Context: an optimization exercise on an open-source flow, tuned for small area, a short achievable clock period and few clock cycles. The choices shown serve that exercise and are no tape-out recipe. Function was checked by simulation only, so behaviour that the tests miss may differ from the original. Power and IR drop assume default switching activity.

Setup of rev 12:
Design fcs_stats, start of the top module:
module fcs_stats (
    input             clk,
    input             rst,
    input             req_valid,
    output            req_ready,
    input      [63:0] req_word,
    input             push_valid,
    input      [15:0] push_count,
    output reg        resp_valid,
    output     [31:0] resp_res,
    output     [55:0] resp_str,
    output     [2:0]  resp_len,
    output     [2:0]  resp_fault
);
export LEC_CHECK = 0
export ABC_AREA = 1
export CAP_MARGIN = 20
export CORE_MARGIN = 2
export CORE_UTILIZATION = 55
export CTS_BUF_LIST = sky130_fd_sc_hd__clkbuf_8
export PLACE_DENSITY = 0.7
export SETUP_SLACK_MARGIN = 1.0
export SLEW_MARGIN = 20
export TNS_END_PERCENT = 10
create_clock -name core_clock -period 9.0 [get_ports {clk}]
run.sh (not shown) runs the stock make flow with config.mk's settings and CLKGATE_MAP_FILE= SYNTH_SCRIPT=/design/flow/synth_recipe.tcl, a recipe that flattens the netlist after the stock synthesis.
No stage failed in rev 12, and the final checks on the layout all came back clean.
Testbench counts of rev 12, summed over its fixed seeds: cycles 20,287.
For rev 13, these inputs were changed with respect to rev 12:
diff --git a/flow/config.mk b/flow/config.mk
--- a/flow/config.mk
+++ b/flow/config.mk
@@ -10,7 +10,6 @@
 export CORE_MARGIN = 2
-export CORE_UTILIZATION = 55
+export CORE_UTILIZATION = 45
 export CTS_BUF_LIST = sky130_fd_sc_hd__clkbuf_8
-export PLACE_DENSITY = 0.7
+export PLACE_DENSITY = 0.65
 export SETUP_SLACK_MARGIN = 1.0
 export SLEW_MARGIN = 20
-export TNS_END_PERCENT = 10
## What came out
When rev 13 is measured against rev 12, its number of vias per cell after detailed routing turns out about 4% lower.
Rev 13 improves on rev 12 in final critical-path required period.
Taking rev 12 as the reference point, the buffer count from post-CTS setup fixing of rev 13 falls by 1.
Rev 13 vs rev 12 — final wirelength rose 4400 um.
Diff rev 12 -> rev 13: longest individual stage delay on the worst path fell by 120 ps, combinational share of power rose by 0.5 points, setup slack of the most critical reg-to-reg path rose by 170 ps, area growth from synthesis to final layout rose by 0.53 points, utilization after layout fell by 12 points.
Rev 13 was carried through to the last stage, and its layout satisfied the timing, design-rule and antenna checks.
Rev 12 finished every step from synthesis to the final layout, and the layout passed the timing, design-rule and antenna checks.


lane 1:
Starting RTL as in the previous note.
clock: 9.0 ns
lec_check: 0
abc_area: 1
cap_margin: 20
core_margin: 2
core_utilization: 55
cts_buf_list: sky130_fd_sc_hd__clkbuf_8
place_density: 0.7
setup_slack_margin: 1.0
slew_margin: 20
Testbench counts of lane 1, summed over its fixed seeds: cycles 20,287.
Edits applied to the flow inputs when going from lane 1 to lane 2:
- SETUP_SLACK_MARGIN changed from 1.0 to 1.5
- TNS_END_PERCENT newly set to 5
### Flow results
Lane 2 ended up with sq_root[1] as its startpoint of the worst setup timing path; lane 1 ended up with sq_rem[1].
Lane 2 against lane 1: clock-buffer cell count moved up; number of logic stages on the critical path including buffering moved down; worst setup slack moved down; maximum resistive drop on vdd moved up.
What lane 3 does differently from lane 2 at the input level:
- a change of SETUP_SLACK_MARGIN from 1.5 to 1.25
- a change of PLACE_DENSITY from 0.7 to 0.6
- a deleted TNS_END_PERCENT that had been 5
- a change of CORE_UTILIZATION from 55 to 45
==> comparison <==
- Lane 3 vs lane 2: final layout net count up
- Half-perimeter wire length of the detailed placement result: lane 3 vs lane 2 up 6.4 mm
- Compare lane 3 and lane 2 | hold slack higher: lane 2
- Between lane 3 and lane 2, the difference in clock insertion delay at the later pin of the skew report is negligible.
- Between lane 3 and lane 2, it is lane 3 whose switching part of the total is lower, by 0.35 points.
- Compared with lane 2, in lane 3 combinational power now sits higher, shortest clock period the worst path allows after layout saw a decrease, slack of the critical path increased 0.20 ns.
Here is what was changed in the inputs of lane 4 compared with lane 3.
- a change of PLACE_DENSITY from 0.6 to 0.7
- a change of SETUP_SLACK_MARGIN from 1.25 to 1.0
- a change of CORE_UTILIZATION from 45 to 55
- a change of CTS_BUF_LIST from sky130_fd_sc_hd__clkbuf_8 to sky130_fd_sc_hd__clkbuf_4
Notes after the runs:
Diff lane 3..lane 4 | critical path's largest stage delay | negligible
Diff lane 3 -> lane 4 | site row count | down by more than 10%
The floorplan die width in lane 4 sits about 9% below the value recorded for lane 3.
### lane 4 -> lane 5
- a change of CORE_UTILIZATION from 55 to 35
- an added TNS_END_PERCENT of 10
- a change of PLACE_DENSITY from 0.7 to 0.6
- a change of CTS_BUF_LIST from sky130_fd_sc_hd__clkbuf_4 to sky130_fd_sc_hd__clkbuf_8
==> results.txt <==
Lane 5 against lane 4; floorplan die width is up by more than 10%.
Switching part of the total power in lane 5 is 1.2 points above lane 4.
Compared to lane 4, lane 5 shows a wider setup margin.

## re-timing with driven ports
The flow's constraints put no driver on any port. The routed layouts listed below were extracted and timed again, unchanged, in two steps.
Step 1 sets driving cells, clkbuf_16 on the clock port and buf_2 on the other inputs (assumed; they add their load-dependent delay and slew).
Step 2 adds t to the input delays and takes it off the output delays; t is the mean of the earliest and latest rising clock arrival at the registers after step 1. Input paths then give back, and output paths get back, about the clock's delay inside the block.
Three values: no drivers, after step 1, after step 2; two values: the first two.
run	t (ns)	setup WS [ns]	latest minus earliest clock arrival (ns)	slew at the worst register clock pin (ns)
rev 12	0.771	1.155 / 1.095 / 0.844	0.058 / 0.058	0.07 / 0.07
rev 13	0.764	1.377 / 1.377 / 0.794	0.062 / 0.063	0.07 / 0.07
lane 1	0.772	1.209 / 1.209 / 0.886	0.061 / 0.061	0.07 / 0.07
lane 2	0.748	1.141 / 1.141 / 0.622	0.071 / 0.071	0.09 / 0.09
lane 3	0.757	1.338 / 1.338 / 0.935	0.084 / 0.084	0.07 / 0.07
lane 4	0.915	1.158 / 1.110 / 0.751	0.090 / 0.090	0.08 / 0.08
lane 5	0.758	1.205 / 1.187 / 0.772	0.071 / 0.071	0.07 / 0.07
After both steps setup and hold are still met in every run listed. The setup slack of rev 13, which loses most, moves by 0.000 ns with the drivers and by -0.583 ns with both steps.
